Source: an optimization exercise on an open RTL-to-GDS flow (aim: a short achievable clock period). Production flows keep margins and buffers that such runs may drop. Where RTL was checked, it was by simulation tests only, not by an equivalence proof against the original. No functional check of the RTL was part of runs 1 and 2. Power and IR drop assume default switching activity.

==> design.v <==
module frame_check #(
    parameter [7:0] START = 8'hA5,
    parameter [7:0] STOP  = 8'h5A
) (
    input  wire [39:0] frame,
    output wire [1:0]  status,    
    output wire [7:0]  option,
    output wire [7:0]  value,
    output wire        sum_ok      
);
    wire [7:0] b0 = frame[39:32];
    wire [7:0] b1 = frame[31:24];
    wire [7:0] b2 = frame[23:16];
    wire [7:0] b3 = frame[15:8];
    wire [7:0] b4 = frame[7:0];
    wire [7:0] t     = b1 ^ b2;
    wire [7:0] carry = {(t[6:0] & ~b3[6:0]) | (~t[6:0] & b1[6:0]), 1'b0};
    wire [7:0] miss  = t ^ (b3 ^ carry);
    assign     sum_ok     = ~|miss;
    wire       markers_ok = (b0 == START) && (b4 == STOP);
    assign status = {markers_ok & ~sum_ok, ~markers_ok};
    assign option = b1;
    assign value  = b2;
endmodule
module frame_codec_queue #(
    parameter [7:0] START = 8'hA5,
    parameter [7:0] STOP  = 8'h5A
) (
    input  wire        clk,
    input  wire        rst,
    input  wire        enq_valid,
    input  wire [7:0]  enq_data,
    input  wire        deq_req,
    output wire        deq_valid,
    output wire [39:0] deq_frame,
    output wire [1:0]  deq_status,
    output wire [7:0]  deq_option,
    output wire [7:0]  deq_value,
    output wire        empty,
    output reg         full,
    input  wire [7:0]  enc_option,
    input  wire [7:0]  enc_value,
    output wire [39:0] enc_frame,
    input  wire [39:0] dec_frame,
    output wire [1:0]  dec_status,
    output wire [7:0]  dec_option,
    output wire [7:0]  dec_value
);
    localparam [1:0] ST_NONE_AVAILABLE = 2'd3;
    reg [39:0] slot [0:3];    
    reg [3:0]  wfi;           
    reg [4:0]  wbi;           
    reg [3:0]  rfi;           
    reg [39:0] head;          
    reg [39:0] nxt;           
    reg [1:0]  head_status;   
    reg        empty_r;       
    assign empty      = empty_r;
    assign deq_valid  = ~empty_r;
    assign deq_frame  = head;
    assign deq_status = head_status;
    assign deq_option = head[31:24];
    assign deq_value  = head[23:16];
    wire [3:0] rfi_inc  = {rfi[2:0], rfi[3]};
    wire [3:0] rfi_inc2 = {rfi[1:0], rfi[3:2]};
    wire [3:0] wfi_inc  = {wfi[2:0], wfi[3]};
    wire       hit_cur  = |(wfi & rfi);        
    wire       hit_nxt  = |(wfi & rfi_inc);    
    wire       hit_nxt2 = |(wfi & rfi_inc2);   
    wire       hit_prv  = |(wfi_inc & rfi);    
    wire do_deq = deq_req & ~empty_r;
    wire do_enq = enq_valid & ~rst;
    wire wrap   = do_enq & wbi[4];
    wire [3:0] rfi_n  = rst ? 4'b0001 : (do_deq ? rfi_inc : rfi);
    wire [3:0] wfi_n  = rst ? 4'b0001 : (wrap ? wfi_inc : wfi);
    wire [4:0] wbi_n  = rst ? 5'b00001 : (do_enq ? {wbi[3:0], wbi[4]} : wbi);
    wire       full_d = full & ~(do_deq & hit_cur);
    wire       meet   = do_deq ? hit_cur : hit_prv;          
    wire       full_n = ~rst & (full_d | (wrap & meet));
    wire       same_n = rst | (wrap == do_deq ? hit_cur : (wrap ? hit_prv : hit_nxt));
    wire       empty_n = ~full_n & same_n;
    wire [39:0] cur_slot  = head;
    wire [39:0] nxt2_slot = ({40{rfi_inc2[0]}} & slot[0]) | ({40{rfi_inc2[1]}} & slot[1]) |
                            ({40{rfi_inc2[2]}} & slot[2]) | ({40{rfi_inc2[3]}} & slot[3]);
    wire [39:0] head_base = rst ? slot[0] : (do_deq ? nxt : cur_slot);
    wire [39:0] nxt_base  = rst ? slot[1] : (do_deq ? nxt2_slot : nxt);
    wire        head_hit  = do_enq & (do_deq ? hit_nxt : hit_cur);
    wire        nxt_hit   = do_enq & (do_deq ? hit_nxt2 : hit_nxt);
    reg [39:0] head_n, nxt_n;
    integer i;
    always @(*) begin
        head_n = head_base;
        nxt_n  = nxt_base;
        for (i = 0; i < 5; i = i + 1) begin
            if (head_hit && wbi[i]) head_n[39-8*i -: 8] = enq_data;
            if (nxt_hit  && wbi[i]) nxt_n[39-8*i -: 8]  = enq_data;
        end
    end
    wire [1:0] head_s, nxt_s;
    cand_status #(.START(START), .STOP(STOP)) u_head_st (
        .frame(head), .wbi(wbi), .hit(do_enq & hit_cur), .byte_in(enq_data), .status(head_s));
    cand_status #(.START(START), .STOP(STOP)) u_nxt_st (
        .frame(nxt), .wbi(wbi), .hit(do_enq & hit_nxt), .byte_in(enq_data), .status(nxt_s));
    always @(posedge clk) begin
        rfi         <= rfi_n;
        wfi         <= wfi_n;
        wbi         <= wbi_n;
        full        <= full_n;
        empty_r     <= empty_n;
        head        <= head_n;
        nxt         <= nxt_n;
        head_status <= empty_n ? ST_NONE_AVAILABLE : (do_deq ? nxt_s : head_s);
    end
    genvar s, b;
    generate
        for (s = 0; s < 4; s = s + 1) begin : g_slot
            for (b = 0; b < 5; b = b + 1) begin : g_byte
                always @(posedge clk) begin
                    if (do_enq && wfi[s] && wbi[b])
                        slot[s][39-8*b -: 8] <= enq_data;
                end
            end
        end
    endgenerate
    wire [7:0] eg = enc_option & enc_value;
    wire [7:0] ep = enc_option | enc_value;
    wire [7:0] ex = enc_option ^ enc_value;
    wire g10 = eg[1] | ep[1] & eg[0];
    wire g32 = eg[3] | ep[3] & eg[2];  wire p32 = ep[3] & ep[2];
    wire g54 = eg[5] | ep[5] & eg[4];  wire p54 = ep[5] & ep[4];
    wire g20 = eg[2] | ep[2] & g10;
    wire g30 = g32 | p32 & g10;
    wire g64 = eg[6] | ep[6] & g54;    wire p64 = ep[6] & p54;
    wire g40 = eg[4] | ep[4] & g30;
    wire g50 = g54 | p54 & g30;
    wire g60 = g64 | p64 & g30;
    wire [7:0] enc_sum = ex ^ {g60, g50, g40, g30, g20, g10, eg[0], 1'b0};
    assign enc_frame = {START, enc_option, enc_value, enc_sum, STOP};
    frame_check #(.START(START), .STOP(STOP)) u_dec_check (
        .frame  (dec_frame),
        .status (dec_status),
        .option (dec_option),
        .value  (dec_value),
        .sum_ok ()
    );
endmodule
module cand_status #(
    parameter [7:0] START = 8'hA5,
    parameter [7:0] STOP  = 8'h5A
) (
    input  wire [39:0] frame,
    input  wire [4:0]  wbi,
    input  wire        hit,
    input  wire [7:0]  byte_in,
    output wire [1:0]  status
);
    wire [7:0] b0 = frame[39:32];
    wire [7:0] b1 = frame[31:24];
    wire [7:0] b2 = frame[23:16];
    wire [7:0] b3 = frame[15:8];
    wire [7:0] b4 = frame[7:0];
    wire [1:0] plain;
    wire       sok;
    frame_check #(.START(START), .STOP(STOP)) u_check (
        .frame(frame), .status(plain), .option(), .value(), .sum_ok(sok));
    wire mk0 = (b0 == START);
    wire mk4 = (b4 == STOP);
    wire [7:0] target = wbi[0] ? START :
                        wbi[4] ? STOP :
                        wbi[1] ? b3 - b2 :
                        wbi[2] ? b3 - b1 : b1 + b2;
    wire match = (byte_in == target);
    reg [1:0] st_match, st_miss;
    always @(*) begin
        if (wbi[0] | wbi[4]) begin
            st_match = (wbi[0] ? ~mk4 : ~mk0) ? 2'd1 : (sok ? 2'd0 : 2'd2);
            st_miss  = 2'd1;
        end else begin
            st_match = (mk0 & mk4) ? 2'd0 : 2'd1;
            st_miss  = (mk0 & mk4) ? 2'd2 : 2'd1;
        end
    end
    assign status = hit ? (match ? st_match : st_miss) : plain;
endmodule
==> flow/run.sh <==
#!/bin/bash
# ORFS layout through the standard.sh, with two changes to synthesis:
# - Yosys's full/half-adder extraction is off (ADDER_MAP_FILE empty);
# - ABC maps with flow/speed.abc, a delay-driven script, in place of ORFS's
#   abc_speed.script, and maps the purely combinational encoder and decoder
#   cones (enc_frame, dec_status) in runs of their own first, so that each is
#   mapped for its own delay rather than relaxed to the design's longest path,
#   without the slow cells listed in flow/slow_cells.txt (non-inverting
#   compound gates, wide stacks).
# The port buffers are buf_8 cells.  Registers, and everything else, are
# the standard flow's.
set -euo pipefail
W=$PWD
{
  echo 'proc abc {args} {'
  echo '  set i [lsearch -exact $args -script]'
  echo '  if {$i >= 0} { lset args [expr {$i + 1}] $::env(SPEED_ABC_SCRIPT) }'
  echo '  set fast $args'
  echo '  foreach c [split [string trim [read [open $::env(SLOW_CELLS)]]]] { lappend fast -dont_use sky130_fd_sc_hd__$c }'
  echo '  foreach out {enc_frame dec_status} {'
  echo '    yosys select -set cone w:$out %ci*'
  echo '    yosys abc {*}$fast @cone'
  echo '  }'
  echo '  yosys select -clear'
  echo '  yosys abc {*}$args'
  echo '}'
  cat synth_recipe.tcl
} > my_synth.tcl
export SPEED_ABC_SCRIPT=$W/flow/speed.abc
export SLOW_CELLS=$W/flow/slow_cells.txt
bash standard.sh SYNTH_SCRIPT=$W/my_synth.tcl ADDER_MAP_FILE= "BUFFER_PORTS_ARGS=-buffer_cell sky130_fd_sc_hd__buf_8" finish > standard.log 2>&1
==> flow/slow_cells.txt <==
a2111o_0
a2111o_1
a2111o_2
a2111o_4
a2111o_8
a211o_0
a211o_1
a211o_2
a211o_4
a211o_8
a21bo_0
a21bo_1
a21bo_2
a21bo_4
a21bo_8
a21o_0
a21o_1
a21o_2
a21o_4
a21o_8
a221o_0
a221o_1
a221o_2
a221o_4
a221o_8
a22o_0
a22o_1
a22o_2
a22o_4
a22o_8
a2bb2o_0
a2bb2o_1
a2bb2o_2
a2bb2o_4
a2bb2o_8
a311o_0
a311o_1
a311o_2
a311o_4
a311o_8
a31o_0
a31o_1
a31o_2
a31o_4
a31o_8
a32o_0
a32o_1
a32o_2
a32o_4
a32o_8
a41o_0
a41o_1
a41o_2
a41o_4
a41o_8
and2_0
and2_1
and2_2
and2_4
and2_8
and2b_0
and2b_1
and2b_2
and2b_4
and2b_8
and3_0
and3_1
and3_2
and3_4
and3_8
and3b_0
and3b_1
and3b_2
and3b_4
and3b_8
and4_0
and4_1
and4_2
and4_4
and4_8
and4b_0
and4b_1
and4b_2
and4b_4
and4b_8
and4bb_0
and4bb_1
and4bb_2
and4bb_4
and4bb_8
or2_0
or2_1
or2_2
or2_4
or2_8
or2b_0
or2b_1
or2b_2
or2b_4
or2b_8
or3_0
or3_1
or3_2
or3_4
or3_8
or3b_0
or3b_1
or3b_2
or3b_4
or3b_8
or4_0
or4_1
or4_2
or4_4
or4_8
or4b_0
or4b_1
or4b_2
or4b_4
or4b_8
or4bb_0
or4bb_1
or4bb_2
or4bb_4
or4bb_8
o2111a_0
o2111a_1
o2111a_2
o2111a_4
o2111a_8
o211a_0
o211a_1
o211a_2
o211a_4
o211a_8
o21a_0
o21a_1
o21a_2
o21a_4
o21a_8
o21ba_0
o21ba_1
o21ba_2
o21ba_4
o21ba_8
o221a_0
o221a_1
o221a_2
o221a_4
o221a_8
o22a_0
o22a_1
o22a_2
o22a_4
o22a_8
o2bb2a_0
o2bb2a_1
o2bb2a_2
o2bb2a_4
o2bb2a_8
o311a_0
o311a_1
o311a_2
o311a_4
o311a_8
o31a_0
o31a_1
o31a_2
o31a_4
o31a_8
o41a_0
o41a_1
o41a_2
o41a_4
o41a_8
o32a_0
o32a_1
o32a_2
o32a_4
o32a_8
maj3_0
maj3_1
maj3_2
maj3_4
maj3_8
xor3_0
xor3_1
xor3_2
xor3_4
xor3_8
xnor3_0
xnor3_1
xnor3_2
xnor3_4
xnor3_8
mux2_0
mux2_1
mux2_2
mux2_4
mux2_8
mux4_0
mux4_1
mux4_2
mux4_4
mux4_8
fa_0
fa_1
fa_2
fa_4
fa_8
ha_0
ha_1
ha_2
ha_4
ha_8
fah_0
fah_1
fah_2
fah_4
fah_8
fahcin_0
fahcin_1
fahcin_2
fahcin_4
fahcin_8
fahcon_0
fahcon_1
fahcon_2
fahcon_4
fahcon_8
nor4_0
nor4_1
nor4_2
nor4_4
nor4_8
nor4b_0
nor4b_1
nor4b_2
nor4b_4
nor4b_8
nor4bb_0
nor4bb_1
nor4bb_2
nor4bb_4
nor4bb_8
a2111oi_0
a2111oi_1
a2111oi_2
a2111oi_4
a2111oi_8
o2111ai_0
o2111ai_1
o2111ai_2
o2111ai_4
o2111ai_8
a41oi_0
a41oi_1
a41oi_2
a41oi_4
a41oi_8
o41ai_0
o41ai_1
o41ai_2
o41ai_4
o41ai_8
==> flow/speed.abc <==
strash
balance
rewrite
refactor
balance
&get -n
&st
&sopb
&dsdb
&put
dch -f
map
buffer -c
upsize
dnsize
==> standard.sh <==
#!/bin/bash
# synth_recipe.tcl (not shown) runs the flow's synth.tcl, then flattens the netlist and writes it again
# the make line also repeats each setting of config.mk as NAME=value (left out here)
make -C /OpenROAD-flow-scripts/flow DESIGN_CONFIG=/design/flow/config.mk WORK_HOME=/design/flow/orfs CLKGATE_MAP_FILE= SYNTH_SCRIPT=/design/flow/synth_recipe.tcl "${@:-finish}"
==> config.mk <==
export PLATFORM = sky130hd
export DESIGN_NAME = frame_codec_queue
export DESIGN_NICKNAME = frame_codec_queue
export VERILOG_FILES = /design/flow/design.v
export SDC_FILE = /design/flow/constraint.sdc
export NUM_CORES = 4
export LEC_CHECK = 0
export CAP_MARGIN = 20
export CORE_MARGIN = 2
export CORE_UTILIZATION = 40
export SETUP_SLACK_MARGIN = 2.5
export SLEW_MARGIN = 20
export TNS_END_PERCENT = 100
==> constraint.sdc <==
create_clock -name core_clock -period 5.0 [get_ports {clk}]
set_input_delay 1.0000 -clock core_clock [delete_from_list [all_inputs] [get_ports {clk}]]
set_output_delay 1.0000 -clock core_clock [all_outputs]
set_load 0.01 [all_outputs]
==> results.toml, run 1 <==
[yosys]
synth-edff-count = 240
synth_warnings = 3
synth_cell_type_count = 67
synth_top_area_frac = 0.446
synth_top_flop_cell = "edfxtp_1"
synthArstFlopShare = 0
synth-seq-area-share = 0.467
synth_area_mm2 = 0.0162
yosys-top-cells-area = "edfxtp_1, nand2_1, nand3_1"
syn_inst = 1939
synth_seq_cells = 257
avgSynthCellArea_um2 = 8.34
synth_top_cell_by_area = "edfxtp_1"

[sta]
layout_min_cycle_time_ns = 2.96
rsz0062_at_grt = "true"
worstMarginPinSlew_ns = 0.866
timing.slew.headroom = 0.421
hold_viol_final = 0
tns_ns = 0
fin_worst_hold_slack_ns = 0.499
max_clock_freq_mhz = 337
skew_ns = 0.00807
drv_slew = 0
finalSetupViolCount = 0
finalCritPeriodShare = 0.593

[final_layout]
nets = 2180
layout_common_cells = "nand2_1, edfxtp_1, buf_8"
diodes = 0
stdcell_count = 2655
synthToLayoutAreaGrowth_pct = 31.6
n_fill_cell = 3713
drive_above_1_share = 0.255
layout_commonest_cell = "nand2_1"
utilization = 0.534

[clock_network]
clk_latency_ns = 0.53
cts.sinks = 257
cts_root_buffer = "clkbuf_16"
cts_hold_buf = 0
htreeDepth = 1
numCtsBuffers = 25
clk_pin_slew_ns = 0.07
cts_tree = "yes"
cts_buffer_depth = 3

[setup_path]
cp.required_ns = 4.00
cp-end-kind = "output pin"
critPathLaunchType = "input pin"
arrival_ns = 1.96
crit_type = "input pin to output pin"
crit_fanout = 4

[global_routing]
antenna_found_initial = 0
grt_pass1_wl_mm = 85.6
grt-ovfl-total = 0
grt_max_degree = 79
grt_pass1_vias = 14100
grt_usage = 0.268

[power_and_ir_drop]
peakVddDrop_mv = 0.318
p_per_area_mw_per_mm2 = 315
p_leak_nw = 8.44

[die]
die_area_mm2 = 0.0420
ios = 187
initial_core_util = 0.406
dieHeight_um = 205
core_mm2 = 0.0398
die_w_um = 205
rows = 73

[drt]
postRouteAntennaNets = 0
via_per_inst = 5.81
vias = 15400
drt_iter0_drc = 1513
firstDrtPassIters = 6
wl_per_cell_um = 21.8
drcViolationCount = 0
routed_wl_mm = 58.0

[placed_design]
dp_hpwl_mm = 42.0
io_buffers = 170
dp_cells = 2507
globalplace.congestion = 0.980

[status]
status = "no timing/DRC/antenna violations"

[flow_run]
maxCapViolations = 0

[min_path]
holdCritPathClass = "flip-flop to flip-flop"
[final cells by class]
type / instances / area, um2 / share of cell area
Multi-Input combinational cell: 1413 / 8160 / 0.384
Timing Repair Buffer: 285 / 3560 / 0.167
Inverter: 130 / 518 / 0.0243
Clock buffer: 25 / 626 / 0.0294
Clock inverter: 20 / 198 / 0.00929
Sequential cell: 257 / 7560 / 0.355
Tap cell: 525 / 657 / 0.0309
[cell families (layout without fill, tap and decap cells)]
family	after synthesis	after routing	share of synthesized area
AO/OA/AOI/OAI	487	487	0.192
XOR/XNOR	30	30	0.0185
buffers and inverters	283	460	0.0848
other	2	16	0.000465
AND/OR/NAND/NOR	880	880	0.238
flip-flops	257	257	0.467
[where the power goes]
part           switching [mW]  total [mW]  internal (mW)  leakage, nW
combinational            1.27        2.16          0.890         5.67
sequential              0.149        2.63           2.48         2.37
clock                   0.792        1.91           1.12        0.399
[per-stage QoR]
stage / total power [mW] / worst slack, ns / cell area, um2
after floorplan: 3.75 / 2.28 / 16300
after global placement: 4.51 / 1.57 / 18800
after detailed placement: 4.52 / 1.46 / 18800
after CTS: 6.53 / 2.04 / 20300
after global routing: 6.99 / 1.98 / 21300
final: 6.70 / 2.04 / 21300
[final timing paths]
| kind | start | to | slack [ns] | cells past startpoint |
|---|---|---|---|---|
| setup / recovery | enc_value[3] | enc_frame[13] | 2.04 | 7 |
| hold / removal | wbi[1] | wbi[1] | 0.50 | 2 |
| setup reg to reg | head[11] | head_status[1] | 2.47 | 10 |
| hold reg to reg | wbi[1] | wbi[1] | 0.50 | 2 |
[layer usage]
metal	track usage	up-vias	wire length, um
met2	0.443	699	27000
li1	-	7211	-
met4	0.0892	0	2020
met5	0	-	0
met3	0.0318	119	4740
met1	0.364	7392	24300
[sequential cells by signal, indices dropped and copies added, names as in the netlist]
name	flops
full	1
rfi	4
nxt	40
wbi	5
empty_r	1
head_status	2
wfi	4
head	40
slot	160
[synth_stat cells (18+ instances only)]
master	n
a21oi_1	132
a22oi_1	52
a31oi_1	32
buf_2	33
buf_4	71
clkbuf_1	47
edfxtp_1	240
inv_1	112
inv_2	18
nand2_1	425
nand2b_1	22
nand3_1	147
nand4_1	56
nor2_1	167
o211ai_1	51
o21ai_0	103
o21ai_1	18
xnor2_1	18
[worst max-delay path, cell delays in order]
cell and delay, ns:
buf_12 0.11, nor2_4 0.18, o21ai_4 0.10, a21oi_4 0.18
o22ai_2 0.11, nor2_2 0.15, buf_8 0.12
[timing repair]
item | CTS | global route
setup endpoints to repair | 175 | 258
hold endpoints to repair | 0 | 0
resized for setup | 75 | 144
setup buffers | 49 | 54
gates cloned | 0 | 0
pin swaps | 22 | 42
==> run 2: changes to the inputs <==
==> flow/speed.abc (replaced) <==
strash
balance
rewrite
refactor
balance
dch -f
map -D 200
buffer -c
upsize -D 200
dnsize -D 200
==> run 2 against run 1 <==
Still clean on timing, DRC and antenna. Synthesized cell count down 3.7%. Clock skew up 0.0033 ns. Sequential power down 3%. Critical path depth up 1. Die area down 3.5%. Routed wire length down 6.0%. Utilization up 0.58 points. Largest cell class unchanged. Largest power group unchanged.
==> results.toml, run 2 <==
[sta]
finalSetupViolCount = 0
drv_slew = 0
rsz0062_at_grt = "true"
tns_ns = 0
hold_viol_final = 0
worstMarginPinSlew_ns = 1.12
finalCritPeriodShare = 0.597
layout_min_cycle_time_ns = 2.98
skew_ns = 0.0114
max_clock_freq_mhz = 335
timing.slew.headroom = 0.248
fin_worst_hold_slack_ns = 0.575

[clock_network]
clk_pin_slew_ns = 0.06
numCtsBuffers = 27
clk_latency_ns = 0.55
cts_buffer_depth = 3
cts.sinks = 257
htreeDepth = 1
cts_root_buffer = "clkbuf_16"
cts_tree = "yes"
cts_hold_buf = 0

[die]
die_area_mm2 = 0.0406
core_mm2 = 0.0386
initial_core_util = 0.404
rows = 72
dieHeight_um = 201
ios = 187
die_w_um = 201

[final_layout]
largest_reg_flops = 160
nets = 2119
utilization = 0.540
top_register = "slot"
stdcell_count = 2589
synthToLayoutAreaGrowth_pct = 33.5
layout_common_cells = "nand2_1, edfxtp_1, nor2_1"
seq_area_mm2 = 0.00755
reg_top3 = "slot (160), head (40), nxt (40)"
multi_input_area_mm2 = 0.00765
layout_commonest_cell = "nand2_1"
diodes = 0
n_fill_cell = 3500
drive_above_1_share = 0.252

[global_routing]
antenna_found_initial = 0
grt-ovfl-total = 0
grt_pass1_wl_mm = 80.7
grt_usage = 0.257
grt_pass1_vias = 13500
grt_max_degree = 61

[yosys]
synth_seq_cells = 257
synth_common_cells = "nand2_1, edfxtp_1, nor2_1, o21ai_0, inv_1"
synth.most_common_cell = "nand2_1"
synth_cell_type_count = 59
synth_area_mm2 = 0.0156
synth_warnings = 3
synth_top_area_frac = 0.462
synth_top_flop_cell = "edfxtp_1"
synth-seq-area-share = 0.484
yosys-top-cells-area = "edfxtp_1, nand2_1, o21ai_0"
synthArstFlopShare = 0
avgSynthCellArea_um2 = 8.35
syn_inst = 1868
synth-edff-count = 240
synth_top_cell_by_area = "edfxtp_1"

[flow_run]
maxCapViolations = 0

[placed_design]
dp_cells = 2448
globalplace.congestion = 0.982
io_buffers = 170
dp_hpwl_mm = 38.3

[drt]
postRouteAntennaNets = 0
dr_wl_met3_mm = 4.14
wl_per_cell_um = 21.1
firstDrtPassIters = 6
vias = 14700
routed_wl_mm = 54.5
maxUsedRoutingLayer = "met4"
met1_length_mm = 22.9
wl_met2_mm = 25.1
via_per_inst = 5.67
drcViolationCount = 0
drt_iter0_drc = 1518

[power_and_ir_drop]
p_leak_nw = 8.39
p_per_area_mw_per_mm2 = 298
finalPower_mw = 6.21
peakVddDrop_mv = 0.261

[setup_path]
reg2reg_depth = 15
cp-end-kind = "output pin"
crit_fanout = 5
crit_type = "input pin to output pin"
cp.required_ns = 4.00
arrival_ns = 1.98
critPathLaunchType = "input pin"

[min_path]
hold-path-cell-count = 2
holdCritPathClass = "flip-flop to flip-flop"

[status]
status = "no timing/DRC/antenna violations"
## run 2: routing by layer
metal | track usage | vias to the layer above
met3 | 0.0324 | 147
met5 | 0 | -
li1 | - | 6875
met4 | 0.112 | 0
met2 | 0.417 | 700
met1 | 0.347 | 6952
## run 2: layout make-up
cell class | instances | share of cell area
inverter | 171 | 0.0316
sequential | 257 | 0.363
timing repair buffer | 276 | 0.167
clock buffer | 29 | 0.0328
clock inverter | 20 | 0.00757
multi-input combinational | 1317 | 0.367
tap | 518 | 0.0311
timing repair inverter | 1 | 0.000360
## run 2: per-stage QoR
| stage | setup slack, ns | cell area, um2 |
|---|---|---|
| after floorplan | 2.28 | 16000 |
| after global placement | 1.97 | 18500 |
| after detailed placement | 1.90 | 18500 |
| after CTS | 2.02 | 20000 |
| after global routing | 1.97 | 20800 |
| final | 2.02 | 20800 |
## run 2: power breakdown
| group | switching (mW) | total, mW | internal [mW] |
|---|---|---|---|
| clock | 0.825 | 1.91 | 1.09 |
| sequential | 0.105 | 2.56 | 2.45 |
| combinational | 1.00 | 1.74 | 0.740 |
| total | 1.93 | 6.21 | 4.28 |
## run 2: repair_timing
action | 4_1_cts | 5_1_grt
gates cloned | 1 | 0
pin swaps | 30 | 45
gates resized for setup | 77 | 137
endpoints found under the setup margin | 171 | 177
buffers inserted | 55 | 36
endpoints found under the hold margin | 0 | 0
## run 2: path summary, 6_finish.rpt
kind                     start              to  slack [ns]
setup / recovery  enc_value[1]   enc_frame[13]        2.02
hold / removal          rfi[3]          rfi[3]        0.58
setup reg to reg       nxt[24]  head_status[0]        2.18
hold reg to reg         rfi[3]          rfi[3]        0.58
## run 2: worst max-delay path, cell delays in order
cell	delay (ns)
buf_12	0.11
nor2_4	0.11
o21ai_4	0.08
a31oi_4	0.25
buf_4	0.16
o211ai_2	0.07
nand2_2	0.09
buf_8	0.10
## run 2: cell families (layout without fill, tap and decap cells)
kind of cell	count (synthesis)	count (layout)	share of synthesized area
simple gates	762	762	0.207
xor+xnor	35	35	0.0201
flops	257	257	0.484
other cells	2	16	0.000482
compound gates	504	504	0.197
buf+inv	308	497	0.0908
==> run 3: changes to the inputs <==
--- a/design.v
+++ b/design.v
@@ -79,28 +79,27 @@
     wire       full_n = ~rst & (full_d | (wrap & meet));
     wire       same_n = rst | (wrap == do_deq ? hit_cur : (wrap ? hit_prv : hit_nxt));
     wire       empty_n = ~full_n & same_n;
-    wire [39:0] cur_slot  = head;
     wire [39:0] nxt2_slot = ({40{rfi_inc2[0]}} & slot[0]) | ({40{rfi_inc2[1]}} & slot[1]) |
                             ({40{rfi_inc2[2]}} & slot[2]) | ({40{rfi_inc2[3]}} & slot[3]);
-    wire [39:0] head_base = rst ? slot[0] : (do_deq ? nxt : cur_slot);
-    wire [39:0] nxt_base  = rst ? slot[1] : (do_deq ? nxt2_slot : nxt);
-    wire        head_hit  = do_enq & (do_deq ? hit_nxt : hit_cur);
-    wire        nxt_hit   = do_enq & (do_deq ? hit_nxt2 : hit_nxt);
-    reg [39:0] head_n, nxt_n;
+    reg  [39:0] head_w, nxt_w, nxt2_w;
     integer i;
     always @(*) begin
-        head_n = head_base;
-        nxt_n  = nxt_base;
+        head_w = head;
+        nxt_w  = nxt;
+        nxt2_w = nxt2_slot;
         for (i = 0; i < 5; i = i + 1) begin
-            if (head_hit && wbi[i]) head_n[39-8*i -: 8] = enq_data;
-            if (nxt_hit  && wbi[i]) nxt_n[39-8*i -: 8]  = enq_data;
+            if (do_enq && hit_cur  && wbi[i]) head_w[39-8*i -: 8] = enq_data;
+            if (do_enq && hit_nxt  && wbi[i]) nxt_w[39-8*i -: 8]  = enq_data;
+            if (do_enq && hit_nxt2 && wbi[i]) nxt2_w[39-8*i -: 8] = enq_data;
         end
     end
+    wire [39:0] head_n = rst ? slot[0] : (do_deq ? nxt_w : head_w);
+    wire [39:0] nxt_n  = rst ? slot[1] : (do_deq ? nxt2_w : nxt_w);
     wire [1:0] head_s, nxt_s;
-    cand_status #(.START(START), .STOP(STOP)) u_head_st (
-        .frame(head), .wbi(wbi), .hit(do_enq & hit_cur), .byte_in(enq_data), .status(head_s));
-    cand_status #(.START(START), .STOP(STOP)) u_nxt_st (
-        .frame(nxt), .wbi(wbi), .hit(do_enq & hit_nxt), .byte_in(enq_data), .status(nxt_s));
+    frame_check #(.START(START), .STOP(STOP)) u_head_st (
+        .frame(head_w), .status(head_s), .option(), .value(), .sum_ok());
+    frame_check #(.START(START), .STOP(STOP)) u_nxt_st (
+        .frame(nxt_w), .status(nxt_s), .option(), .value(), .sum_ok());
     always @(posedge clk) begin
         rfi         <= rfi_n;
         wfi         <= wfi_n;
@@ -144,41 +143,3 @@
         .sum_ok ()
     );
 endmodule
-module cand_status #(
-    parameter [7:0] START = 8'hA5,
-    parameter [7:0] STOP  = 8'h5A
-) (
-    input  wire [39:0] frame,
-    input  wire [4:0]  wbi,
-    input  wire        hit,
-    input  wire [7:0]  byte_in,
-    output wire [1:0]  status
-);
-    wire [7:0] b0 = frame[39:32];
-    wire [7:0] b1 = frame[31:24];
-    wire [7:0] b2 = frame[23:16];
-    wire [7:0] b3 = frame[15:8];
-    wire [7:0] b4 = frame[7:0];
-    wire [1:0] plain;
-    wire       sok;
-    frame_check #(.START(START), .STOP(STOP)) u_check (
-        .frame(frame), .status(plain), .option(), .value(), .sum_ok(sok));
-    wire mk0 = (b0 == START);
-    wire mk4 = (b4 == STOP);
-    wire [7:0] target = wbi[0] ? START :
-                        wbi[4] ? STOP :
-                        wbi[1] ? b3 - b2 :
-                        wbi[2] ? b3 - b1 : b1 + b2;
-    wire match = (byte_in == target);
-    reg [1:0] st_match, st_miss;
-    always @(*) begin
-        if (wbi[0] | wbi[4]) begin
-            st_match = (wbi[0] ? ~mk4 : ~mk0) ? 2'd1 : (sok ? 2'd0 : 2'd2);
-            st_miss  = 2'd1;
-        end else begin
-            st_match = (mk0 & mk4) ? 2'd0 : 2'd1;
-            st_miss  = (mk0 & mk4) ? 2'd2 : 2'd1;
-        end
-    end
-    assign status = hit ? (match ? st_match : st_miss) : plain;
-endmodule
==> flow/speed.abc (replaced) <==
strash
balance
rewrite
refactor
balance
&get -n
&st
&sopb
&dsdb
&put
dch -f
map
buffer -c
upsize
dnsize
--- a/config.mk
+++ b/config.mk
@@ -8,6 +8,7 @@
 export CAP_MARGIN = 20
 export CORE_MARGIN = 2
 export CORE_UTILIZATION = 40
+export GPL_TIMING_DRIVEN = 1
 export SETUP_SLACK_MARGIN = 2.5
 export SLEW_MARGIN = 20
 export TNS_END_PERCENT = 100
==> run 3 against run 2 <==
Setup slack worse by 0.040 ns. Register-to-register slack improved by 0.26 ns. Critical path type unchanged. Largest cell class unchanged. Combinational power decreased by 47%.
==> results.toml, run 3 <==
[status]
status = "no timing/DRC/antenna violations"

[yosys]
synth_common_cells = "nand2_1, o21ai_0, edfxtp_1, nand3_1, nor2_1"
synth_area_mm2 = 0.0143
synth_top_cell_by_area = "edfxtp_1"
synth_cell_type_count = 61
synth_top_area_frac = 0.336
synth-seq-area-share = 0.472
syn_inst = 1691
avgSynthCellArea_um2 = 8.46
yosys-top-cells-area = "edfxtp_1, dfxtp_1, nand2_1"
synth.most_common_cell = "nand2_1"
synthArstFlopShare = 0
synth_top_flop_cell = "edfxtp_1"
synth_seq_cells = 257
synth_warnings = 2
synth-edff-count = 160

[placed_design]
globalplace.congestion = 0.994
dp_slack_ns = 1.30
dp_hpwl_mm = 33.8
io_buffers = 170

[setup_path]
arrival_ns = 2.02
cpPeakStageDelay_ns = 0.18
cp-end-kind = "output pin"
critPathLaunchType = "input pin"
r2r_slack_ns = 2.44
crit_fanout = 5
crit_chain = "buf_8 > o21ai_1 > o211ai_1 > nand4_1 > nand2_1 > nor2_4 > a31oi_4 > buf_8"
cpMostUsedCell = "buf_8"
cp_num_buf_inv = 2
path_delay_family = "compound AO/OA/AOI/OAI gates"
crit_type = "input pin to output pin"
cp.required_ns = 4.00
critPathSlowestCell = "o21ai_1"

[final_layout]
reg_top3 = "slot (160), head (40), nxt (40)"
largest_reg_flops = 160
top_register = "slot"
layout_commonest_cell = "nand2_1"
layout_common_cells = "nand2_1, o21ai_0, buf_8"
drive_above_1_share = 0.258
diodes = 0
utilization = 0.544
nets = 1897
synthToLayoutAreaGrowth_pct = 34.6

[sta]
finalSetupViolCount = 0
tns_ns = 0
hold_viol_final = 0
worstMarginPinSlew_ns = 1.07
max_clock_freq_mhz = 331
timing.slew.headroom = 0.281
drv_slew = 0
fin_ws_ns = 1.98
finalCritPeriodShare = 0.605
layout_min_cycle_time_ns = 3.02
skew_ns = 0.0321
rsz0062_at_grt = "true"

[drt]
via_per_inst = 5.92
routed_wl_mm = 53.6
firstDrtPassIters = 6
vias = 13700
wl_per_cell_um = 23.2
drt_iter0_drc = 1683
postRouteAntennaNets = 0
drcViolationCount = 0

[global_routing]
grt_pass1_wl_mm = 77.5
grt_pass1_vias = 12600
grt_usage = 0.279
grt_max_degree = 75
grt-ovfl-total = 0
antenna_found_initial = 0

[power_and_ir_drop]
p_per_area_mw_per_mm2 = 286
p_leak_nw = 7.64
peakVddDrop_mv = 0.287
finalPower_mw = 5.50

[clock_network]
cts_buffer_depth = 3
clk_pin_slew_ns = 0.06
numCtsBuffers = 28
htreeDepth = 1
cts_root_buffer = "clkbuf_16"
cts.sinks = 257
clk_latency_ns = 0.58
cts_tree = "yes"

[die]
core_mm2 = 0.0354
dieHeight_um = 193
die_area_mm2 = 0.0373
ios = 187
rows = 69
initial_core_util = 0.404
die_w_um = 193

[min_path]
holdCritPathClass = "flip-flop to flip-flop"

[flow_run]
maxCapViolations = 0
==> run 3: area by class of cell <==
class                   instances  area [um2]
clock buffers                  32         716
clock inverters                20         263
fillers                      3175       16100
inverters                      84         354
multi-input cells            1209        7070
flip-flops and latches        257        6770
well taps                     461         577
repair buffers                248        3500
repair inverters                1        8.76
==> run 3: path summary, 6_finish.rpt <==
check / to / startpoint / cells past startpoint
max: dec_status[1] / dec_frame[18] / 8
min: nxt[17] / slot[1][17] / 2
max reg2reg: head_status[1] / rfi[3] / 12
min reg2reg: nxt[17] / slot[1][17] / 2
==> run 3: layer usage <==
metal	wire, um	track usage	vias up
met5	92	0	-
met4	2040	0.108	2
met3	5440	0.0507	132
met2	24000	0.442	794
met1	22000	0.380	6558
li1	-	-	6207
==> run 3: worst register-to-register path, delay by kind of cell, from the launching register on <==
kind / cells / cell delay [ns]
and+or+nand+nor: 7 / 0.89
AOI/OAI and AO/OA: 3 / 0.73
buffers and inverters: 2 / 0.32
DFF: 1 / 0.48
==> run 3: cell families (layout without fill, tap and decap cells) <==
logic type	after synthesis	in the layout	share of synthesized area
other	2	16	0.000525
AND/OR/NAND/NOR	697	698	0.222
flip-flops	257	257	0.472
XOR/XNOR	5	5	0.00306
buffers and inverters	241	385	0.0942
AO/OA/AOI/OAI	489	490	0.208
==> run 3: report_power, final <==
part	internal, mW	switching [mW]
logic	0.437	0.494
registers	2.30	0.0596
clock network	1.30	0.912
total	4.04	1.46
==> run 3: through the flow <==
stage	instances	cell area (um2)	hold WS, ns
floorplan	1705	14500	0.444
global placement	2188	16700	0.456
detailed placement	2188	16700	0.469
CTS	2299	18800	0.458
global route	2312	19200	0.505
finish	2312	19200	0.461
==> run 3: repair_timing <==
action / in CTS / in global routing
setup buffers: 49 / 11
pin swaps: 40 / 34
hold buffers: 0 / 0
endpoints found under the setup margin: 154 / 45
cloned: 10 / 1
resized for setup: 106 / 71
==> run 4: changes to the inputs <==
--- a/config.mk
+++ b/config.mk
@@ -7,7 +7,7 @@
 export LEC_CHECK = 0
 export CAP_MARGIN = 20
 export CORE_MARGIN = 2
-export CORE_UTILIZATION = 40
+export CORE_UTILIZATION = 60
 export GPL_TIMING_DRIVEN = 1
 export SETUP_SLACK_MARGIN = 2.5
 export SLEW_MARGIN = 20
==> run 4 against run 3 <==
Still clean. Area after synthesis unchanged. Cell count down 7.6%. Flip-flop and latch count unchanged. Fmax down 0.45%. Via count increased by 2.9%. Critical path depth shrank 2. Critical endpoint unchanged. Largest power group unchanged. Highest routed layer is now met4.
==> results.toml, run 4 <==
[global_routing]
grt_max_degree = 81
grt-ovfl-total = 0
grt_pass1_vias = 12600
grt_usage = 0.377
grt_pass1_wl_mm = 71.4
antenna_found_initial = 0

[clock_network]
cts_hold_buf = 0
clk_latency_ns = 0.55
numCtsBuffers = 25
cts_buffer_depth = 3
htreeDepth = 1
cts.sinks = 257
cts_tree = "yes"
clk_pin_slew_ns = 0.07
cts_root_buffer = "clkbuf_16"

[sta]
max_clock_freq_mhz = 329
hold_viol_final = 0
worstMarginPinSlew_ns = 1.23
finalCritPeriodShare = 0.608
fin_worst_hold_slack_ns = 0.459
timing.slew.headroom = 0.174
layout_min_cycle_time_ns = 3.04
skew_ns = 0.0323
finalSetupViolCount = 0
rsz0062_at_grt = "true"
tns_ns = 0
drv_slew = 0

[drt]
via_per_inst = 6.59
drcViolationCount = 0
wl_per_cell_um = 23.8
vias = 14100
postRouteAntennaNets = 0
firstDrtPassIters = 10
routed_wl_mm = 50.9
drt_iter0_drc = 2231

[final_layout]
multi_input_area_mm2 = 0.00684
top_register = "slot"
largest_reg_flops = 160
seq_area_mm2 = 0.00675
reg_top3 = "slot (160), head (40), nxt (40)"
nets = 1866
layout_commonest_cell = "nand2_1"
diodes = 0
n_fill_cell = 1567
synthToLayoutAreaGrowth_pct = 28.2
layout_common_cells = "nand2_1, o21ai_0, buf_8"
drive_above_1_share = 0.225

[power_and_ir_drop]
seqPwrFrac = 0.458
p_sw_frac = 0.265
comb_power_share = 0.173
p_int_mw = 3.79
p_per_area_mw_per_mm2 = 281
p_leak_nw = 7.31
p_clk_frac = 0.369
p_sw_mw = 1.36
peakVddDrop_mv = 0.352

[setup_path]
arrival_ns = 2.04
critPathLaunchType = "input pin"
crit_type = "input pin to output pin"
cp.required_ns = 4.00
crit_chain = "buf_8 > nand2b_4 > nor3b_2 > nand4_1 > a31oi_2 > buf_8"
cpMostUsedCell = "buf_8"
reg2reg_from = "rfi[2]"
cpPeakStageDelay_ns = 0.27
critPathSlowestCell = "a31oi_2"
cp-startpoint = "dec_frame[0]"
crit_fanout = 2
cp-end-kind = "output pin"

[yosys]
synth_compound_area_frac = 0.208
avgSynthCellArea_um2 = 8.46
synth_top_flop_cell = "edfxtp_1"
synth-seq-area-share = 0.472
synth_top_area_frac = 0.336
yosys-top-cells-area = "edfxtp_1, dfxtp_1, nand2_1"
synth_seq_cells = 257
synthAdderAreaFrac = 0
synth.most_common_cell = "nand2_1"
synth_common_cells = "nand2_1, o21ai_0, edfxtp_1, nand3_1, nor2_1"
synthArstFlopShare = 0
syn_inst = 1691
synth_top_family_by_area = "simple AND/OR/NAND/NOR gates"
synth_warnings = 2
yosys.area_share.simple = 0.222
synth_cell_type_count = 61
synth_top_cell_by_area = "edfxtp_1"
synth-edff-count = 160
synth.area.mux_share = 0
synth_area_mm2 = 0.0143
synth_xor_area_frac = 0.00306

[die]
dieHeight_um = 158
die_w_um = 158
ios = 187
core_mm2 = 0.0234
die_area_mm2 = 0.0251
rows = 56
initial_core_util = 0.611

[placed_design]
io_buffers = 170
dp_hpwl_mm = 31.1
globalplace.congestion = 1.07

[flow_run]
maxCapViolations = 0

[status]
status = "no timing/DRC/antenna violations"

[min_path]
holdCritPathClass = "flip-flop to flip-flop"
min-delay-start = "slot[1][25]"
[run 4: cell counts after synthesis]
Identical to the previous run, type by type.
[run 4: power groups by stage]
stage / Sequential (mW) / Clock [mW] / Combinational, mW
2_1_floorplan: 2.39 / 0 / 0.423
3_3_place_gp: 2.40 / 0 / 0.783
3_5_place_dp: 2.40 / 0 / 0.797
4_1_cts: 2.36 / 1.89 / 0.832
5_1_grt: 2.36 / 1.98 / 0.948
6_report: 2.36 / 1.90 / 0.891
[run 4: timing repair]
item / CTS / global route
cloned: 3 / 3
buffers inserted: 16 / 24
setup endpoints to repair: 126 / 64
pin swaps: 27 / 22
gates resized for setup: 73 / 46
[run 4: routing by layer]
metal	part of all wire	global-route usage	vias to the layer above
li1	-	-	6135
met1	0.36	0.507	6493
met2	0.44	0.587	1229
met3	0.15	0.0819	228
met4	0.045	0.170	0
met5	0	0	-
[run 4: critical path, delay by kind of cell]
family                 cells  cell delay (ns)
buffers and inverters      2             0.22
AND/OR/NAND/NOR            3             0.53
AO/OA/AOI/OAI              1             0.27
[run 4: through the flow]
step                      std cells  cell area, um2   util  total power [mW]  setup WS, ns
after floorplan                1705           14500      -              2.81          2.28
after global placement         2044           16500  0.706              3.19          1.44
after detailed placement       2044           16500  0.706              3.20          1.44
after CTS                      2109           17900  0.764              5.08          2.00
after global routing           2136           18300  0.783              5.29          1.92
final                          2136           18300  0.783              5.16          1.96
[run 4: layout make-up]
cell class | instances | area share
clock inverters | 13 | 0.00751
repair buffers | 221 | 0.172
clock buffers | 33 | 0.0375
well taps | 319 | 0.0218
multi-input cells | 1209 | 0.373
flip-flops and latches | 257 | 0.369
inverters | 84 | 0.0192
[run 4: path summary, 6_finish.rpt]
| check | end | slack, ns | cells after the start |
|---|---|---|---|
| max | dec_status[1] | 1.96 | 6 |
| min | nxt[25] | 0.46 | 2 |
| max reg2reg | head_status[1] | 2.21 | 10 |
| min reg2reg | nxt[25] | 0.46 | 2 |
[run 4: logic make-up (layout without fill, tap and decap cells)]
| group | after synthesis | after routing |
|---|---|---|
| DFF | 257 | 257 |
| other | 2 | 16 |
| buffers and inverters | 241 | 351 |
| AOI/OAI and AO/OA | 489 | 490 |
| xor gates and xnor gates | 5 | 5 |
| and+or+nand+nor | 697 | 698 |
==> run 5: changes to the inputs <==
--- a/config.mk
+++ b/config.mk
@@ -7,8 +7,7 @@
 export LEC_CHECK = 0
 export CAP_MARGIN = 20
 export CORE_MARGIN = 2
-export CORE_UTILIZATION = 60
-export GPL_TIMING_DRIVEN = 1
+export CORE_UTILIZATION = 40
 export SETUP_SLACK_MARGIN = 2.5
 export SLEW_MARGIN = 20
 export TNS_END_PERCENT = 100
==> run 5 against run 4 <==
Still clean on timing, DRC and antenna. Area after synthesis did not move. Non-clock buffer count is 27 higher. Critical path type unchanged. Global-route usage is 9.7 points lower. Routed wire length is 5.5% higher. Utilization decreased by 24 points. Largest cell class unchanged. Hold slack better by 0.0021 ns. Combinational power rose by 4.4%. Cell count grew 8.2%.
==> results.toml, run 5 <==
[power_and_ir_drop]
p_per_area_mw_per_mm2 = 286
p_leak_nw = 7.64
peakVddDrop_mv = 0.287

[yosys]
synth_seq_cells = 257
synth_common_cells = "nand2_1, o21ai_0, edfxtp_1, nand3_1, nor2_1"
synth-seq-area-share = 0.472
synth_top_flop_cell = "edfxtp_1"
synth_top_area_frac = 0.336
yosys-top-cells-area = "edfxtp_1, dfxtp_1, nand2_1"
synthArstFlopShare = 0
synth-edff-count = 160
avgSynthCellArea_um2 = 8.46
synth_top_cell_by_area = "edfxtp_1"
synth_warnings = 2
syn_inst = 1691
synth_cell_type_count = 61
synth.most_common_cell = "nand2_1"
synth_area_mm2 = 0.0143

[placed_design]
dp_hpwl_mm = 33.8
placed_cell_area_mm2 = 0.0167
globalplace.congestion = 0.994
io_buffers = 170

[sta]
finalSetupViolCount = 0
skew_ns = 0.0321
max_clock_freq_mhz = 331
finalCritPeriodShare = 0.605
worstMarginPinSlew_ns = 1.07
layout_min_cycle_time_ns = 3.02
hold_viol_final = 0
rsz0062_at_grt = "true"
timing.slew.headroom = 0.281
drv_slew = 0
tns_ns = 0
fin_worst_hold_slack_ns = 0.461

[die]
die_area_mm2 = 0.0373
rows = 69
initial_core_util = 0.404
die_w_um = 193
dieHeight_um = 193
ios = 187
core_mm2 = 0.0354

[setup_path]
crit_type = "input pin to output pin"
critPathLaunchType = "input pin"
cpPeakStageDelay_ns = 0.18
regToRegEndpoint = "head_status[1]"
cpMostUsedCell = "buf_8"
cp.required_ns = 4.00
reg2reg_from = "rfi[3]"
crit_chain = "buf_8 > o21ai_1 > o211ai_1 > nand4_1 > nand2_1 > nor2_4 > a31oi_4 > buf_8"
critPathSlowestCell = "o21ai_1"
arrival_ns = 2.02
crit_fanout = 5
r2r_slack_ns = 2.44
reg2reg_depth = 12
cp-end-kind = "output pin"

[final_layout]
diodes = 0
fin_area_mm2 = 0.0192
layout_commonest_cell = "nand2_1"
largest_reg_flops = 160
utilization = 0.544
top_register = "slot"
reg_top3 = "slot (160), head (40), nxt (40)"
n_fill_cell = 3175
synthToLayoutAreaGrowth_pct = 34.6
nets = 1897
layout_common_cells = "nand2_1, o21ai_0, buf_8"
multi_input_area_mm2 = 0.00707
drive_above_1_share = 0.258
seq_area_mm2 = 0.00677

[clock_network]
clk_latency_ns = 0.58
clk_pin_slew_ns = 0.06
cts_root_buffer = "clkbuf_16"
cts_tree = "yes"
numCtsBuffers = 28
cts_buffer_depth = 3
cts_hold_buf = 0
cts.sinks = 257
htreeDepth = 1

[drt]
wl_per_cell_um = 23.2
vias = 13700
drcViolationCount = 0
firstDrtPassIters = 6
postRouteAntennaNets = 0
routed_wl_mm = 53.6
via_per_inst = 5.92
drt_iter0_drc = 1683

[status]
status = "no timing/DRC/antenna violations"

[global_routing]
grt_max_degree = 75
antenna_found_initial = 0
grt_usage = 0.279
grt-ovfl-total = 0
grt_pass1_vias = 12600
grt_pass1_wl_mm = 77.5

[flow_run]
maxCapViolations = 0

[min_path]
min-delay-start = "slot[1][17]"
holdCritPathClass = "flip-flop to flip-flop"
min_to = "nxt[17]"
hold-path-cell-count = 2
run 5: stage by stage:
| stage | power [mW] | worst slack [ns] | cells |
|---|---|---|---|
| finish | 5.50 | 1.98 | 2312 |
| global route | 5.67 | 1.92 | 2312 |
| CTS | 5.46 | 1.99 | 2299 |
| detailed placement | 3.22 | 1.30 | 2188 |
| global placement | 3.21 | 1.29 | 2188 |
| floorplan | 2.81 | 2.28 | 1705 |
run 5: repair_timing:
action                                  in CTS  in global routing
gates resized for setup                    106                 71
pin swaps                                   40                 34
endpoints found under the hold margin        0                  0
gates cloned                                10                  1
endpoints found under the setup margin     154                 45
setup buffers                               49                 11
run 5: how the worst max path moves through the flow:
stage	startpoint	to	slack [ns]
floorplan	dec_frame[36]	dec_status[1]	2.28
global placement	rst	head_status[1]	1.29
detailed placement	rst	head_status[1]	1.30
CTS	dec_frame[30]	dec_status[1]	1.99
global route	dec_frame[20]	dec_status[1]	1.92
finish	dec_frame[18]	dec_status[1]	1.98
run 5: final cells by class:
class                   instances  share of cell area
multi-input cells            1209               0.367
flip-flops and latches        257               0.351
repair buffers                248               0.182
clock buffers                  32              0.0372
well taps                     461              0.0300
inverters                      84              0.0184
clock inverters                20              0.0136
repair inverters                1            0.000455
run 5: report_power, final:
part / switching [mW] / leakage, nW / internal, mW
combinational: 0.494 / 4.92 / 0.437
clock: 0.912 / 0.470 / 1.30
sequential: 0.0596 / 2.25 / 2.30
run 5: per-layer routing:
metal | track usage | wire length [um]
met5 | 0 | 92
met4 | 0.108 | 2040
met3 | 0.0507 | 5440
met2 | 0.442 | 24000
met1 | 0.380 | 22000
run 5: cell families after synthesis:
logic type      after synthesis  share of synthesized area
xor+xnor                      5                    0.00306
compound gates              489                      0.208
simple gates                697                      0.222
flops                       257                      0.472
buf+inv                     241                     0.0942
other cells                   2                   0.000525
run 5: critical path, delay by kind of cell:
kind	cells	cell delay, ns
compound gates	3	0.39
simple gates	3	0.39
buf+inv	2	0.24
==> run 6: changes to the inputs <==
--- a/design.v
+++ b/design.v
@@ -13,10 +13,9 @@
     wire [7:0] b2 = frame[23:16];
     wire [7:0] b3 = frame[15:8];
     wire [7:0] b4 = frame[7:0];
-    wire [7:0] t     = b1 ^ b2;
-    wire [7:0] carry = {(t[6:0] & ~b3[6:0]) | (~t[6:0] & b1[6:0]), 1'b0};
-    wire [7:0] miss  = t ^ (b3 ^ carry);
-    assign     sum_ok     = ~|miss;
+    wire [7:0] x = b1 ^ b2 ^ ~b3;
+    wire [7:0] y = {(b1[6:0] & b2[6:0]) | ((b1[6:0] | b2[6:0]) & ~b3[6:0]), 1'b0};
+    assign     sum_ok = &(x ^ y);
     wire       markers_ok = (b0 == START) && (b4 == STOP);
     assign status = {markers_ok & ~sum_ok, ~markers_ok};
     assign option = b1;
--- a/config.mk
+++ b/config.mk
@@ -8,6 +8,7 @@
 export CAP_MARGIN = 20
 export CORE_MARGIN = 2
 export CORE_UTILIZATION = 40
+export PLACE_DENSITY = 0.75
 export SETUP_SLACK_MARGIN = 2.5
 export SLEW_MARGIN = 20
 export TNS_END_PERCENT = 100
==> run 6 against run 5 <==
First-iteration DRC count is 29% higher. Register-to-register slack better by 0.06 ns. Clock power hardly changed. Sequential power is 2% higher. Via count is 5.5% higher. Global-route usage is 0.56 points lower. Fmax is 0.60% higher. Flip-flop and latch count stayed put. Utilization is 1.4 points higher. Sequential share of layout area is 0.92 points lower. Critical path depth stayed put. Power is 6.1% higher.
==> results.toml, run 6 <==
[yosys]
synth_top_area_frac = 0.334
synth_cell_type_count = 58
yosys-top-cells-area = "edfxtp_1, dfxtp_1, nand2_1"
synth_top_cell_by_area = "edfxtp_1"
synthArstFlopShare = 0
syn_inst = 1678
synth_seq_cells = 257
synth-seq-area-share = 0.470
synth_warnings = 2
synth.most_common_cell = "nand2_1"
synth_xor_area_frac = 0.00244
synth-edff-count = 160
synth_common_cells = "nand2_1, edfxtp_1, o21ai_0, nor2_1, nand3_1"
avgSynthCellArea_um2 = 8.56
yosys.area_share.simple = 0.223
synth.area.mux_share = 0.00418
synth_area_mm2 = 0.0144
synth_top_flop_cell = "edfxtp_1"
synthAdderAreaFrac = 0
synth_compound_area_frac = 0.211
synth_top_family_by_area = "simple AND/OR/NAND/NOR gates"

[sta]
rsz0062_at_grt = "true"
drv_slew = 0
hold_viol_final = 0
finalSetupViolCount = 0
fin_ws_ns = 1.99
skew_ns = 0.0119
max_clock_freq_mhz = 333
worstMarginPinSlew_ns = 1.05
tns_ns = 0
finalCritPeriodShare = 0.601
layout_min_cycle_time_ns = 3.01
timing.slew.headroom = 0.295

[final_layout]
seq_area_mm2 = 0.00677
synthToLayoutAreaGrowth_pct = 37.7
multi_input_area_mm2 = 0.00738
utilization = 0.557
top_register = "slot"
layout_commonest_cell = "nand2_1"
diodes = 0
n_fill_cell = 2886
drive_above_1_share = 0.268
layout_common_cells = "nand2_1, buf_8, edfxtp_1"
nets = 1894
fin_area_mm2 = 0.0198
largest_reg_flops = 160
reg_top3 = "slot (160), head (40), nxt (40)"

[setup_path]
cp.required_ns = 4.00
crit_fanout = 5
crit_type = "input pin to output pin"
critPathSlowestCell = "a21oi_2"
critPathLaunchType = "input pin"
reg2reg_from = "rfi[3]"
crit_chain = "buf_8 > nor2b_2 > o21ai_2 > nand3_1 > nand3_1 > nor2_1 > a21oi_2 > buf_8"
cp-end-kind = "output pin"
cpPeakStageDelay_ns = 0.19
arrival_ns = 2.01
cp_num_buf_inv = 2
cp-startpoint = "dec_frame[27]"
path_delay_family = "simple AND/OR/NAND/NOR gates"

[die]
die_w_um = 194
dieHeight_um = 194
initial_core_util = 0.405
die_area_mm2 = 0.0374
core_mm2 = 0.0355
ios = 187
rows = 69

[clock_network]
cts_root_buffer = "clkbuf_16"
cts_tree = "yes"
numCtsBuffers = 26
clk_latency_ns = 0.56
cts.sinks = 257
cts_buffer_depth = 3
htreeDepth = 1
cts_hold_buf = 0
clk_pin_slew_ns = 0.07

[power_and_ir_drop]
p_sw_frac = 0.278
p_sw_mw = 1.62
finalPower_mw = 5.83
p_clk_frac = 0.380
seqPwrFrac = 0.411
p_per_area_mw_per_mm2 = 295
peakVddDrop_mv = 0.182
comb_power_share = 0.209
p_leak_nw = 7.81
p_int_mw = 4.21

[drt]
drcViolationCount = 0
vias = 14400
drt_iter0_drc = 2173
wl_per_cell_um = 24.4
via_per_inst = 6.26
postRouteAntennaNets = 0
routed_wl_mm = 56.3
firstDrtPassIters = 6

[global_routing]
grt_pass1_vias = 13200
grt_max_degree = 80
grt_pass1_wl_mm = 79.7
antenna_found_initial = 0
grt-ovfl-total = 0
grt_usage = 0.274

[placed_design]
dp_hpwl_mm = 33.1
io_buffers = 170
placed_cell_area_mm2 = 0.0168
globalplace.congestion = 0.949
dp_slack_ns = 1.39

[status]
status = "no timing/DRC/antenna violations"

[flow_run]
maxCapViolations = 0

[min_path]
holdCritPathClass = "flip-flop to flip-flop"
min-delay-start = "slot[1][19]"
## run 6: changes by cell type in the layout (fill, tap and decap cells not counted), moves of 17 or more
cell       before  now
a21oi_1        48   65
a31oi_1        13   45
nand2_1       344  286
nor2_1         86  120
o2111ai_1       5   25
o21ai_0       218  138
## run 6: path summary, 6_finish.rpt
path                                       end  slack [ns]  cells after the start
worst max-delay path             dec_status[1]        1.99                      8
worst min-delay path                   nxt[19]        0.47                      2
worst max register to register  head_status[1]        2.50                     11
worst min register to register         nxt[19]        0.47                      2
## run 6: worst register-to-register path: stages, from the launching register on
cell     delay [ns]
dfxtp_4        0.39
buf_12         0.17
nand2_8        0.13
nand4_4        0.23
buf_4          0.24
nand3_2        0.15
nor2_1         0.07
a21oi_1        0.24
nand4_1        0.24
nor3_4         0.35
o21ai_1        0.13
nand3_1        0.09
## run 6: layout make-up
cell class                      instances  area share
Multi-Input combinational cell       1201       0.373
Sequential cell                       257       0.342
Timing Repair Buffer                  265       0.192
Clock buffer                           30      0.0342
Tap cell                              461      0.0292
Inverter                               75      0.0153
Clock inverter                         18      0.0144
## run 6: what timing repair did
| item | CTS | global route |
|---|---|---|
| setup endpoints to repair | 71 | 37 |
| resized for setup | 113 | 93 |
| gates cloned | 12 | 8 |
| buffers inserted | 22 | 50 |
| pin swaps | 37 | 60 |
## run 6: kinds of logic after synthesis
kind of cell,count (synthesis)
other cells,2
buf+inv,241
mux,6
xor+xnor,4
flops,257
simple gates,693
compound gates,475
## run 6: stage by stage
stage / instances / hold WS, ns
floorplan: 1692 / 0.444
global placement: 2167 / 0.453
detailed placement: 2167 / 0.467
CTS: 2249 / 0.474
global route: 2307 / 0.490
finish: 2307 / 0.473
## run 6: power by group through the flow
| stage | Clock (mW) | Sequential [mW] | Combinational, mW |
|---|---|---|---|
| 2_1_floorplan | 0 | 2.42 | 0.572 |
| 6_report | 2.21 | 2.40 | 1.22 |
| 4_1_cts | 2.20 | 2.40 | 1.11 |
| 3_3_place_gp | 0 | 2.44 | 1.02 |
| 5_1_grt | 2.29 | 2.40 | 1.29 |
| 3_5_place_dp | 0 | 2.44 | 1.03 |
## run 6: per-layer routing
layer	part of all wire	global-route usage
met5	0	0
met4	0.056	0.128
met3	0.13	0.0687
met2	0.46	0.442
met1	0.36	0.344
==> run 7: changes to the inputs <==
--- a/config.mk
+++ b/config.mk
@@ -8,7 +8,7 @@
 export CAP_MARGIN = 20
 export CORE_MARGIN = 2
 export CORE_UTILIZATION = 40
-export PLACE_DENSITY = 0.75
+export PLACE_DENSITY = 0.85
 export SETUP_SLACK_MARGIN = 2.5
 export SLEW_MARGIN = 20
 export TNS_END_PERCENT = 100
==> run 7 against run 6 <==
Still clean on timing, DRC and antenna. Via count grew 6.2%. Clock-buffer cell count up 1. Die area stayed put. Clock power fell by 5%. Routed wire length increased by 9.1%. Synthesized cell count is the same. Flip-flop and latch count stayed put. Register-to-register slack worse by 0.20 ns.
==> results.toml, run 7 <==
[setup_path]
cp.required_ns = 4.00
reg2reg_from = "rfi[3]"
cp-end-kind = "output pin"
regToRegEndpoint = "head_status[1]"
r2r_slack_ns = 2.30
crit_chain = "buf_8 > nand2b_1 > nand2_1 > nand3_1 > nand4_1 > nor2_2 > a21oi_2 > buf_8"
critPathLaunchType = "input pin"
crit_fanout = 5
crit_type = "input pin to output pin"
cpPeakStageDelay_ns = 0.20
cp_num_buf_inv = 2
arrival_ns = 2.01
path_delay_family = "simple AND/OR/NAND/NOR gates"
critPathSlowestCell = "nand2b_1"
reg2reg_depth = 14
cpMostUsedCell = "buf_8"

[die]
ios = 187
core_mm2 = 0.0355
die_area_mm2 = 0.0374
initial_core_util = 0.405
dieHeight_um = 194
die_w_um = 194
rows = 69

[global_routing]
grt_usage = 0.274
antenna_found_initial = 0
grt_max_degree = 76
grt_pass1_vias = 13600
grt-ovfl-total = 0
grt_pass1_wl_mm = 80.8

[sta]
finalCritPeriodShare = 0.603
hold_viol_final = 0
fin_worst_hold_slack_ns = 0.487
worstMarginPinSlew_ns = 1.15
fin_ws_ns = 1.99
layout_min_cycle_time_ns = 3.01
timing.slew.headroom = 0.234
finalSetupViolCount = 0
tns_ns = 0
drv_slew = 0
rsz0062_at_grt = "true"
skew_ns = 0.0188
max_clock_freq_mhz = 332

[yosys]
synth_top_area_frac = 0.334
synth-seq-area-share = 0.470
synth_top_flop_cell = "edfxtp_1"
synth-edff-count = 160
syn_inst = 1678
synth_area_mm2 = 0.0144
synth_common_cells = "nand2_1, edfxtp_1, o21ai_0, nor2_1, nand3_1"
synthArstFlopShare = 0
yosys-top-cells-area = "edfxtp_1, dfxtp_1, nand2_1"
synth_cell_type_count = 58
synth_warnings = 2
synth.most_common_cell = "nand2_1"
synth_seq_cells = 257
synth_top_cell_by_area = "edfxtp_1"
avgSynthCellArea_um2 = 8.56

[power_and_ir_drop]
comb_power_share = 0.221
p_clk_frac = 0.364
seqPwrFrac = 0.415
p_per_area_mw_per_mm2 = 291
p_sw_frac = 0.291
finalPower_mw = 5.80
peakVddDrop_mv = 0.233
p_leak_nw = 7.81
p_int_mw = 4.11
p_sw_mw = 1.69

[placed_design]
io_buffers = 170
globalplace.congestion = 0.989
dp_slack_ns = 1.38
dp_cells = 2167
dp_hpwl_mm = 32.8

[final_layout]
top_register = "slot"
diodes = 0
layout_commonest_cell = "nand2_1"
reg_top3 = "slot (160), head (40), nxt (40)"
stdcell_count = 2319
layout_common_cells = "nand2_1, buf_8, edfxtp_1"
nets = 1907
n_fill_cell = 2715
synthToLayoutAreaGrowth_pct = 38.7
largest_reg_flops = 160
drive_above_1_share = 0.277

[clock_network]
cts_hold_buf = 0
clk_pin_slew_ns = 0.07
cts_root_buffer = "clkbuf_16"
numCtsBuffers = 25
cts_tree = "yes"
cts.sinks = 257
htreeDepth = 1
clk_latency_ns = 0.58
cts_buffer_depth = 3

[drt]
vias = 15300
firstDrtPassIters = 8
drcViolationCount = 0
wl_per_cell_um = 26.5
via_per_inst = 6.62
routed_wl_mm = 61.4
drt_iter0_drc = 2867
postRouteAntennaNets = 0

[min_path]
hold-path-cell-count = 2
min-delay-start = "slot[1][26]"
min_to = "nxt[26]"
holdCritPathClass = "flip-flop to flip-flop"

[flow_run]
maxCapViolations = 0

[status]
status = "no timing/DRC/antenna violations"
[run 7: logic make-up after synthesis]
logic type,share of synthesized area
simple gates,0.223
compound gates,0.211
flops,0.470
buf+inv,0.0896
mux,0.00418
xor+xnor,0.00244
other cells,0.000523
[run 7: metal layers]
| layer | vias to the layer above | global-route usage | wire [um] |
|---|---|---|---|
| met4 | 0 | 0.144 | 5410 |
| li1 | 6322 | - | - |
| met5 | - | 0 | 0 |
| met1 | 6977 | 0.332 | 20000 |
| met2 | 1568 | 0.446 | 26700 |
| met3 | 474 | 0.0720 | 9370 |
[run 7: how the worst max path moves through the flow]
stage	depth (start not counted)	slack (ns)	endpoint	start
after global routing	8	1.92	dec_status[1]	dec_frame[29]
after global placement	11	1.40	head_status[1]	rfi[3]
final	8	1.99	dec_status[1]	dec_frame[17]
after floorplan	4	2.32	dec_status[1]	dec_frame[36]
after detailed placement	10	1.38	head_status[0]	rfi[3]
after CTS	8	2.03	dec_status[1]	dec_frame[29]
[run 7: metrics by stage]
step           utilization  cell area [um2]
2_1_floorplan            -            14700
3_3_place_gp         0.475            16800
3_5_place_dp         0.475            16800
4_1_cts              0.525            18600
5_1_grt              0.562            19900
6_report             0.562            19900
[run 7: cell type report]
class	instances	area (um2)	area share
multi-input cells	1200	7480	0.375
flip-flops and latches	257	6770	0.340
well taps	461	577	0.0289
clock inverters	15	228	0.0114
inverters	75	302	0.0151
clock buffers	31	668	0.0335
repair buffers	280	3900	0.196
[run 7: worst reg2reg max path, stage by stage (launching register included)]
cell and delay, ns:
dfxtp_4 0.45, buf_12 0.15, nand2_8 0.10, nand4_4 0.18, buf_6 0.17, nand3_4 0.16
buf_4 0.19, nor2_1 0.10, a21oi_1 0.10, nor2_1 0.22, nand4_1 0.25, nor3_4 0.27
buf_4 0.17, o21ai_2 0.06, nand3_1 0.07
[run 7: repair_timing]
item                                    4_1_cts  5_1_grt
gates resized for setup                      90      130
setup buffers                                29       59
cloned                                       10        8
pin swaps                                    24       64
endpoints found under the setup margin       91       38
[run 7: power by group through the flow]
stage	clock network [mW]	registers, mW	logic, mW
5_1_grt	2.17	2.41	1.34
6_report	2.11	2.41	1.28
3_3_place_gp	0	2.44	1.01
2_1_floorplan	0	2.42	0.572
4_1_cts	2.08	2.40	1.11
3_5_place_dp	0	2.44	1.02

==> port drivers added, routing unchanged <==
Ports are ideal in the flow. The routed layouts listed here were re-timed in OpenROAD.
Step 1, drivers: a clkbuf_16 drives clk and a buf_2 each remaining input, both assumed.
Step 2 adds t to the input delays and takes it off the output delays; t is the mean of the earliest and latest rising clock arrival at the registers after step 1. Input paths then give back, and output paths get back, about the clock's delay inside the block.
a / b / c = no drivers / after step 1 / after step 2; a / b = the first two.
run | t (ns) | setup WS [ns] | worst setup path after step 2 | worst register clock-pin slew, ns
run 1 | 0.569 | 2.035 / 1.985 / 1.975 | input to register | 0.07 / 0.07
run 2 | 0.598 | 2.016 / 1.947 / 1.850 | input to register | 0.06 / 0.06
run 3 | 0.618 | 1.976 / 1.934 / 1.636 | input to register | 0.07 / 0.07
run 4 | 0.589 | 1.962 / 1.891 / 1.367 | input to register | 0.07 / 0.07
run 5 | 0.618 | 1.976 / 1.934 / 1.636 | input to register | 0.07 / 0.07
run 6 | 0.613 | 1.994 / 1.933 / 1.705 | input to register | 0.07 / 0.07
run 7 | 0.632 | 1.985 / 1.941 / 1.635 | input to register | 0.07 / 0.07
After both steps every run listed still meets setup and hold. The setup slack of run 4, which loses most, moves by -0.071 ns with the drivers and by -0.595 ns with both steps.
